Source: an optimization exercise on an open RTL-to-GDS flow (aim: small area). Production flows keep margins and buffers that such runs may drop.
In this exercise RTL edits were held to simulation tests only and were not proved equivalent to the original.
Power figures rest on the tool's default switching activity, not on a simulated workload.

`flow/constraint.sdc`:
```
create_clock -name core_clock -period 10.0 [get_ports {clk}]
set_input_delay 2.0000 -clock core_clock [delete_from_list [all_inputs] [get_ports {clk}]]
set_output_delay 2.0000 -clock core_clock [all_outputs]
set_load 0.01 [all_outputs]
```
`flow/run.sh`:
```
#!/bin/bash
# synth_recipe.tcl (not shown) runs the flow's synth.tcl, then flattens the netlist and writes it again
# the make line also repeats each setting of config.mk as NAME=value (left out here)
make -C /OpenROAD-flow-scripts/flow DESIGN_CONFIG=/design/flow/config.mk WORK_HOME=/design/flow/orfs CLKGATE_MAP_FILE= SYNTH_SCRIPT=/design/flow/synth_recipe.tcl finish
```
`flow/config.mk`:
```
export PLATFORM = sky130hd
export DESIGN_NAME = hex_flash_receiver
export DESIGN_NICKNAME = hex_flash_receiver
export VERILOG_FILES = /design/flow/design.v
export SDC_FILE = /design/flow/constraint.sdc
export NUM_CORES = 8
export LEC_CHECK = 0
export CAP_MARGIN = 20
export CORE_MARGIN = 2
export CORE_UTILIZATION = 40
export SLEW_MARGIN = 20
```
`flow/design.v`:
```
module crc32_byte (
    input  wire [31:0] crc_in,
    input  wire [7:0]  data,
    output reg  [31:0] crc_out
);
    integer k;
    always @* begin
        crc_out = crc_in ^ {24'h0, data};
        for (k = 0; k < 8; k = k + 1)
            crc_out = crc_out[0] ? ((crc_out >> 1) ^ 32'hEDB88320) : (crc_out >> 1);
    end
endmodule
module hex_nibble (
    input  wire [7:0] ch,
    output reg        ok,
    output reg  [3:0] val
);
    always @* begin
        ok  = 1'b1;
        val = 4'h0;
        if (ch >= 8'h30 && ch <= 8'h39)      val = ch[3:0];             
        else if (ch >= 8'h41 && ch <= 8'h46) val = ch[3:0] + 4'd9;      
        else if (ch >= 8'h61 && ch <= 8'h66) val = ch[3:0] + 4'd9;      
        else                                 ok  = 1'b0;
    end
endmodule
module hex_flash_receiver (
    input  wire         clk,
    input  wire         rst,             
    input  wire         in_valid,
    output wire         in_ready,
    input  wire [1:0]   in_op,           
    input  wire [63:0]  in_frame,        
    input  wire [31:0]  in_now,          
    output reg          res_valid,
    output reg  [1:0]   res_op,
    output reg  [1:0]   res_code,        
    output reg  [15:0]  res_line,
    output reg          res_in_progress,
    output reg          res_complete,
    output reg          wr_valid,        
    output reg  [31:0]  wr_addr,
    output reg  [4:0]   wr_len,
    output reg  [127:0] wr_data
);
    localparam OP_FRAME  = 2'd0;
    localparam OP_TICK   = 2'd1;
    localparam OP_ABORT  = 2'd2;
    localparam OP_STATUS = 2'd3;
    localparam RSP_NONE     = 2'd0;
    localparam RSP_SEND     = 2'd1;
    localparam RSP_COMPLETE = 2'd2;
    localparam RSP_ERROR    = 2'd3;
    localparam [31:0] FLASH_BASE_ADDR   = 32'h0000_0000;
    localparam [31:0] FLASH_BUFFER_BASE = 32'h0004_0000;
    localparam [31:0] FLASH_BUFFER_SIZE = 32'h0004_0000;
    localparam [31:0] T_TRANSFER_MS     = 32'd15000;
    localparam [31:0] T_SEGMENT_MS      = 32'd5000;
    localparam S_IDLE  = 3'd0;
    localparam S_INIT  = 3'd1;
    localparam S_PARSE = 3'd2;
    localparam S_DISP  = 3'd3;
    localparam S_RESP  = 3'd4;
    reg  [2:0]   state;
    reg  [1:0]   op_q;
    reg  [1:0]   code_q;
    reg          in_progress, complete, new_init_pending, init_error, eof_received;
    reg  [15:0]  expected_lines;
    reg  [31:0]  expected_crc;
    reg  [31:0]  file_crc;             
    reg  [15:0]  cur_line;
    reg          seg_known;            
    reg  [3:0]   seg_total;
    reg  [8:0]   seg_rcvd;
    reg  [359:0] line_buf;             
    reg  [31:0]  last_frame_ms;
    reg  [31:0]  base_address;
    reg  [63:0]  frame_q;
    reg  [31:0]  now_q;
    reg  [5:0]   idx_q;
    reg  [31:0]  crc_q;
    reg          colon_q, hex_ok_q;
    reg  [3:0]   hi_nib_q;
    reg  [7:0]   bc_q, ah_q, al_q, rt_q, sum_q;
    reg  [127:0] data_q;
    assign in_ready = (state == S_IDLE);
    wire [15:0] f_line  = {1'b0, in_frame[15:1]};
    wire [3:0]  f_index = in_frame[19:16];
    wire [3:0]  f_total = in_frame[23:20];
    wire [39:0] f_pay   = in_frame[63:24];
    wire [8:0] seg_mask = (9'd1 << seg_total) - 9'd1;
    wire       ready    = seg_known && ((seg_rcvd & seg_mask) == seg_mask);
    wire [31:0] elapsed = in_now - last_frame_ms;
    wire [7:0]  cur = (state == S_INIT) ? frame_q[8*idx_q[2:0] +: 8] : line_buf[8*idx_q +: 8];
    wire [31:0] crc_next;
    wire        nib_ok;
    wire [3:0]  nib_val;
    crc32_byte u_crc (.crc_in(crc_q), .data(cur), .crc_out(crc_next));
    hex_nibble u_hex (.ch(cur), .ok(nib_ok), .val(nib_val));
    wire [7:0] byte_val = {hi_nib_q, nib_val};
    wire [4:0] byte_idx = idx_q[5:1] - 5'd1;
    wire [4:0] data_idx = byte_idx - 5'd4;
    wire       text_end = (idx_q == 6'd45) || (cur == 8'hFF);
    wire [7:0] len8       = {2'b00, idx_q};
    wire       line_valid = (idx_q >= 6'd11) && colon_q && hex_ok_q &&
                            (bc_q <= 8'd16) && (len8 == 8'd11 + {bc_q[6:0], 1'b0}) &&
                            (rt_q <= 8'd5) && (sum_q == 8'd0);
    wire [31:0] rec_a   = base_address + {16'h0, ah_q, al_q};
    wire [32:0] rec_e   = {1'b0, rec_a} + {25'h0, bc_q};
    wire        in_win  = rec_e <= ({1'b0, FLASH_BUFFER_BASE} + {1'b0, FLASH_BUFFER_SIZE});
    wire [16:0] next_ln = {1'b0, cur_line} + 17'd1;
    wire [15:0] d01     = {data_q[7:0], data_q[15:8]};
    integer s;
    wire t_step2 = in_progress && (elapsed > T_TRANSFER_MS);
    wire t_step3 = in_progress && !t_step2 && !ready && (elapsed > T_SEGMENT_MS);
    wire t_step4 = in_progress && !t_step2 && !t_step3 && new_init_pending;
    wire t_step5 = in_progress && !t_step2 && !t_step3 && !new_init_pending && ready;
    wire t_step6 = in_progress && !t_step2 && !t_step3 && !new_init_pending && !ready && eof_received;
    wire crc_match = (~file_crc == expected_crc);
    wire init_ok   = (~crc_q[15:0] == frame_q[63:48]);
    wire do_abort = (state == S_IDLE && in_valid &&
                     (in_op == OP_ABORT ||
                      (in_op == OP_TICK && (t_step2 || (t_step6 && !crc_match))))) ||
                    (state == S_INIT && idx_q == 6'd6 && init_ok);
    always @(posedge clk) begin
        if (rst || do_abort) begin
            in_progress      <= 1'b0;
            complete         <= 1'b0;
            new_init_pending <= 1'b0;
            init_error       <= 1'b0;
            eof_received     <= 1'b0;
            expected_lines   <= 16'h0;
            expected_crc     <= 32'h0;
            file_crc         <= 32'hFFFFFFFF;
            cur_line         <= 16'h0;
            seg_known        <= 1'b0;
            seg_total        <= 4'h0;
            seg_rcvd         <= 9'h0;
            line_buf         <= {360{1'b1}};
            last_frame_ms    <= 32'h0;
            base_address     <= 32'h0;
        end
        if (rst) begin
            state     <= S_IDLE;
            res_valid <= 1'b0;
            wr_valid  <= 1'b0;
        end else begin
            res_valid <= 1'b0;
            wr_valid  <= 1'b0;
            case (state)
            S_IDLE: begin
                if (in_valid) begin
                    op_q   <= in_op;
                    now_q  <= in_now;
                    code_q <= RSP_NONE;
                    state  <= S_RESP;
                    case (in_op)
                    OP_FRAME: begin
                        if (!in_frame[0]) begin
                            frame_q <= in_frame;
                            idx_q   <= 6'd0;
                            crc_q   <= 32'hFFFFFFFF;
                            state   <= S_INIT;
                        end else if (in_progress && f_line == cur_line) begin
                            if (!seg_known) begin
                                if (f_total >= 4'd1 && f_total <= 4'd9) begin
                                    seg_known <= 1'b1;
                                    seg_total <= f_total;
                                    seg_rcvd  <= 9'h0;
                                    if (f_index < f_total) begin
                                        line_buf[40*f_index +: 40] <= f_pay;
                                        seg_rcvd                   <= 9'h1 << f_index;
                                        last_frame_ms              <= in_now;
                                    end
                                end
                            end else if (f_total == seg_total && f_index < seg_total) begin
                                line_buf[40*f_index +: 40] <= f_pay;
                                seg_rcvd[f_index]          <= 1'b1;
                                last_frame_ms              <= in_now;
                            end
                        end
                    end
                    OP_TICK: begin
                        if (t_step2) begin
                            code_q <= RSP_ERROR;
                        end else if (t_step3) begin
                            code_q <= RSP_SEND;
                        end else if (t_step4) begin
                            new_init_pending <= 1'b0;
                            init_error       <= 1'b0;
                            code_q           <= init_error ? RSP_ERROR : RSP_SEND;
                        end else if (t_step5) begin
                            idx_q    <= 6'd0;
                            crc_q    <= file_crc;
                            colon_q  <= 1'b0;
                            hex_ok_q <= 1'b1;
                            hi_nib_q <= 4'h0;
                            bc_q     <= 8'h0;
                            ah_q     <= 8'h0;
                            al_q     <= 8'h0;
                            rt_q     <= 8'h0;
                            sum_q    <= 8'h0;
                            data_q   <= 128'h0;
                            code_q   <= RSP_SEND;
                            state    <= S_PARSE;
                        end else if (t_step6) begin
                            if (crc_match) begin
                                complete    <= 1'b1;
                                in_progress <= 1'b0;
                                code_q      <= RSP_COMPLETE;
                            end else begin
                                code_q <= RSP_ERROR;
                            end
                        end
                    end
                    default: ;   
                    endcase
                end
            end
            S_INIT: begin
                if (idx_q == 6'd6) begin
                    state <= S_RESP;
                    if (init_ok) begin
                        in_progress      <= 1'b1;
                        expected_lines   <= {1'b0, frame_q[15:1]};
                        expected_crc     <= frame_q[47:16];
                        new_init_pending <= 1'b1;
                        init_error       <= 1'b0;
                        last_frame_ms    <= now_q;
                    end else begin
                        init_error       <= 1'b1;
                        new_init_pending <= 1'b1;
                    end
                end else begin
                    crc_q <= crc_next;
                    idx_q <= idx_q + 6'd1;
                end
            end
            S_PARSE: begin
                if (text_end) begin
                    state <= S_DISP;
                end else begin
                    crc_q <= crc_next;
                    idx_q <= idx_q + 6'd1;
                    if (idx_q == 6'd0) begin
                        colon_q <= (cur == 8'h3A);
                    end else begin
                        hex_ok_q <= hex_ok_q & nib_ok;
                        if (idx_q[0]) begin
                            hi_nib_q <= nib_val;
                        end else begin
                            sum_q <= sum_q + byte_val;
                            case (byte_idx)
                            5'd0: bc_q <= byte_val;
                            5'd1: ah_q <= byte_val;
                            5'd2: al_q <= byte_val;
                            5'd3: rt_q <= byte_val;
                            default: begin
                                for (s = 0; s < 16; s = s + 1)
                                    if (data_idx == s[4:0] && {3'b000, data_idx} < bc_q)
                                        data_q[8*s +: 8] <= byte_val;
                            end
                            endcase
                        end
                    end
                end
            end
            S_DISP: begin
                state <= S_RESP;
                if (line_valid) begin
                    case (rt_q[2:0])
                    3'd0: begin
                        if (in_win) begin
                            wr_valid <= 1'b1;
                            wr_addr  <= FLASH_BUFFER_BASE + rec_a - FLASH_BASE_ADDR;
                            wr_len   <= bc_q[4:0];
                            wr_data  <= data_q;
                            file_crc <= crc_q;
                            cur_line <= cur_line + 16'd1;
                        end
                    end
                    3'd1: begin
                        if (next_ln == {1'b0, expected_lines}) begin
                            eof_received <= 1'b1;
                            file_crc     <= crc_q;
                            cur_line     <= cur_line + 16'd1;
                        end
                    end
                    3'd2, 3'd4: begin
                        base_address <= (rt_q[2:0] == 3'd2) ? {12'h0, d01, 4'h0} : {d01, 16'h0};
                        file_crc     <= crc_q;
                        cur_line     <= cur_line + 16'd1;
                    end
                    default: begin   
                        file_crc <= crc_q;
                        cur_line <= cur_line + 16'd1;
                    end
                    endcase
                end
                seg_known <= 1'b0;
                seg_total <= 4'h0;
                seg_rcvd  <= 9'h0;
                line_buf  <= {360{1'b1}};
            end
            default: begin  
                state           <= S_IDLE;
                res_valid       <= 1'b1;
                res_op          <= op_q;
                res_code        <= code_q;
                res_line        <= cur_line;
                res_in_progress <= in_progress;
                res_complete    <= complete;
            end
            endcase
        end
    end
endmodule
```
==> run summary <==
Total power for the finished layout comes to 0.00981 W. The total number of clock tree sinks is 1,042. The most numerous cell in the Yosys netlist is nor2_1. The number of instances in the synthesized netlist came out at 5,300. The share of flip-flops with an asynchronous set or reset after synthesis is 0%. In this run the worst path has a maximum fanout of 16. The average detailed-routed wire length per instance is 26.8 microns. The design area came out at 61,100 sq um.

The highest achievable clock rate came out at 132 MHz. The endpoint class of the critical path is a flop. The post-detailed-placement half-perimeter wirelength is 137,000 microns. Power spread over the standard cell area amounts to 160 nW/um^2. The signed area change from the synthesized netlist to the final layout is 16.2%. The number of standard-cell rows in the floorplan is 133.

The overall die width is 367 microns. The number of enable flip-flop cells after synthesis came out at 498. The number of register bits inferred by synthesis came out at 1,042. A synthesized cell averages 9.93 sq um.

The standard cell core area is 131,000 sq um. The proportion of synthesized chip area in sequential cells is 49.1%. The netlist area before placement came out at 52,600 sq um.

The count of buffers added on input and output ports is 290. For the worst setup path, the data required time is 10,400 ps. Across the VDD grid, the largest voltage drop is 0.150 mV. The die outline area is 134,000 sq um. Between clock sinks in the finished design, the worst skew comes to 61.6 ps.

By area the synthesized netlist is led by edfxtp_1, dfxtp_1, mux4_2, o21ai_0, nor2_1. The synthesized netlist net count is 5,514. The I/O pin count is 291. The leakage dissipation came out at 20.9 nW. The worst setup path is of the input pin to flop kind.

After layout, the minimum clock period comes to 7570 ps. TritonCTS created 113 clock buffers. The hold buffer count at cts came out at 0. For this run, the total global-route usage over all layers was measured as 28.2%. The die extent in y is 367 microns. The measured slew at the worst slew-check pin is 1180 ps. Post-CTS timing repair inserted 0 buffers for setup. The number of filler instances in the final layout is 12,300. At the later pin of the worst-skew pair, clock insertion delay measures 770 ps. The longest clock path from root to sink contains 3 buffers. The final route contains 45,100 vias.

The total of warnings raised by yosys is 3. The count of antenna-violating nets left after detailed routing is 0. The worst hold slack is 417 ps.

The wire length reported by the detailed router is 196,000 microns. After layout, the worst path uses 75.7% of the clock period. Setup repair after global routing left no endpoint under its margin. The count of H-tree levels built during CTS is 3. The number of different library cells used by synthesis comes to 98. The initial DRC count came out at 5,932. The via count of the first global-routing pass came to 42,600. STA classifies the critical path startpoint as an input pin. TritonCTS built the clock tree. The sum of negative setup slack is 0 ps. The first-pass GRT wire length came out at 286,000 microns.

The count of unresolved DRC violations after routing came out at 0. For this run, the post-layout net count is 5,645. Cells with a size suffix above 1 make up 9.68% of the layout.

After synthesis, the most frequently instantiated cells are nor2_1, dfxtp_1, o21ai_0. For this run the aggregate overflow at the end of global routing stands at 0. The prevailing post-synth register cell is dfxtp_1. The detailed-route vias per instance is 6.19. Measured on the finished design, the core utilization comes to 46.7%. The number of hold violations in the final report is 0. The arrival time at the worst endpoint came out at 7970 ps. The count of TritonRoute iterations in the first routing pass came out at 8. The number of antenna violations at the first check in global routing came out at 13.

The worst-case register-to-register setup slack is 3060 ps. The placed instances occupy a cell area of 57,300 sq um. The synthesized design spends more area on one cell type than any other, namely edfxtp_1.

The final max-slew violation count is 0. The effective utilization at floorplan is 40.2%. The cell sitting at the root of the clock tree is a clkbuf_16. The share of the synthesized area in the top cell type came out at 28.4%. The max-cap check violation count is 0.

The flow ran to the end and the layout has no timing, DRC or antenna violations. The congestion estimate from routability-driven global placement came to 0.988. In this run the worst hold path is classified as flop to flop.

Clock-pin slew was measured on the worst setup and hold paths at 60 ps. The worst slew margin relative to its limit came out at 20.9%. The number of gates given a new drive strength after cts is 0. Entering global routing, the biggest net connects 151 pins. Setup violations remaining at the end of the flow were counted as 0.
==> registers in the layout (all words and copies together) (netlist names), 8 cells and up <==
signal and count:
last_frame_ms 32, expected_lines 16, now_q 32, res_line 16
sum_q 8, wr_data 128, expected_crc 32, data_q 128
line_buf 360, wr_addr 32, file_crc 32, cur_line 16
ah_q 8, rt_q 8, crc_q 32, frame_q 63
bc_q 8, al_q 8, seg_rcvd 9, base_address 32
==> critical path, cell delays in order <==
cell and delay (ps):
clkdlybuf4s50_1 420, inv_1 80, ha_1 190, inv_1 60, fa_1 420, a211oi_1 400
o211ai_1 210, a31oi_1 570, o21ai_0 370, or4_1 460, nand3_1 130, nand4_1 90
nor2_1 120, and3_1 400, a31oi_1 340, or3_1 590, a31o_2 460, nor2_1 630
==> kinds of logic (layout without fill, tap and decap cells) <==
family	Yosys count	in the layout	share of synthesized area, %
compound gates	1689	1689	19.7
simple gates	1499	1499	13.3
flops	1042	1042	49.1
buf+inv	487	712	3.73
xor+xnor	258	258	4.31
mux	211	211	6.96
fa+ha+maj	114	114	2.78
other cells	0	6	0
==> per-layer routing <==
layer | GRT usage [%] | vias up | routed length, microns
met1 | 37.6 | 22100 | 80200
met4 | 13.9 | 8 | 10400
met2 | 43.9 | 2341 | 87700
met5 | 0 | - | 59
met3 | 5.25 | 525 | 17100
li1 | - | 20100 | -
==> final timing paths <==
check                                startpoint          end  cells after the start
worst min register to register       data_q[33]  wr_data[33]                      0
worst max-delay path                  in_now[0]  data_q[116]                     18
worst max register to register  base_address[0]  wr_data[96]                     18
worst min-delay path                 data_q[33]  wr_data[33]                      0
==> per-stage QoR <==
step | setup WS [ps] | cells
finish | 2430 | 7286
global route | 2160 | 7285
CTS | 2580 | 7280
detailed placement | 1750 | 7071
global placement | 1830 | 7071
floorplan | 5.31 | 5300
==> report_power, final <==
group          switching, W  leakage (nW)  total [W]  internal [W]
Clock               0.00185          1.85    0.00431       0.00246
Sequential       0.00000920          9.61    0.00447       0.00446
Combinational      0.000750          9.48    0.00103      0.000276
==> area by class of cell <==
type / instances / area (sq um) / share of cell area [%]
clock buffers: 153 / 3190 / 5.22
clock inverters: 56 / 658 / 1.08
inverters: 103 / 387 / 0.632
diodes: 6 / 15.0 / 0.0246
flip-flops and latches: 1042 / 25800 / 42.3
multi-input cells: 3771 / 25000 / 41.0
well taps: 1755 / 2200 / 3.59
repair buffers: 400 / 3800 / 6.21
==> placed cells by master (no fill, tap or decap), drive strengths merged, types with 16 or more instances in the layout <==
cell,Yosys,layout
nor2,599,599
dfxtp,544,544
o21ai,524,524
edfxtp,498,498
a21oi,450,450
nand2,330,330
clkdlybuf4s50,0,288
o211ai,162,162
clkbuf,312,153
nor3,148,148
xnor2,138,138
xor2,120,120
mux4,119,119
buf,72,112
ha,108,108
inv,102,107
a22oi,106,106
nand3,70,70
o22ai,68,68
nand4,68,68
a211oi,58,58
and2,56,56
nor4,56,56
a31oi,52,52
mux2,48,48
and3,46,46
mux2i,44,44
a21o,36,36
clkinv,1,36
a221oi,35,35
a2111oi,25,25
or3,23,23
o21a,21,21
nand2b,19,19
a41oi,16,16

static timing again, ports no longer ideal:
In the flow no input, the clock included, has a driving cell. The finished layout below was timed again as built, in two steps.
Step 1: set_driving_cell puts a clkbuf_16 on clk and a buf_2 on each other input, an assumption about the parent block.
Step 2 also shifts input and output timing later by t, the mid clock arrival at the registers, as if the neighbouring blocks saw the same clock.
a / b / c = ideal / step 1 / step 2; a / b = the first two.
shift t [ns]: 0.817
setup WS [ns]: 2.435 / 2.482 / 1.665
worst setup path after step 2: input to register
clock arrival spread, ns: 0.062 / 0.062
cell pins on the clock port's net: 1
After both steps setup and hold are still met in this run. For this run, drivers alone change the setup slack by +0.047 ns; drivers and shift together by -0.770 ns.
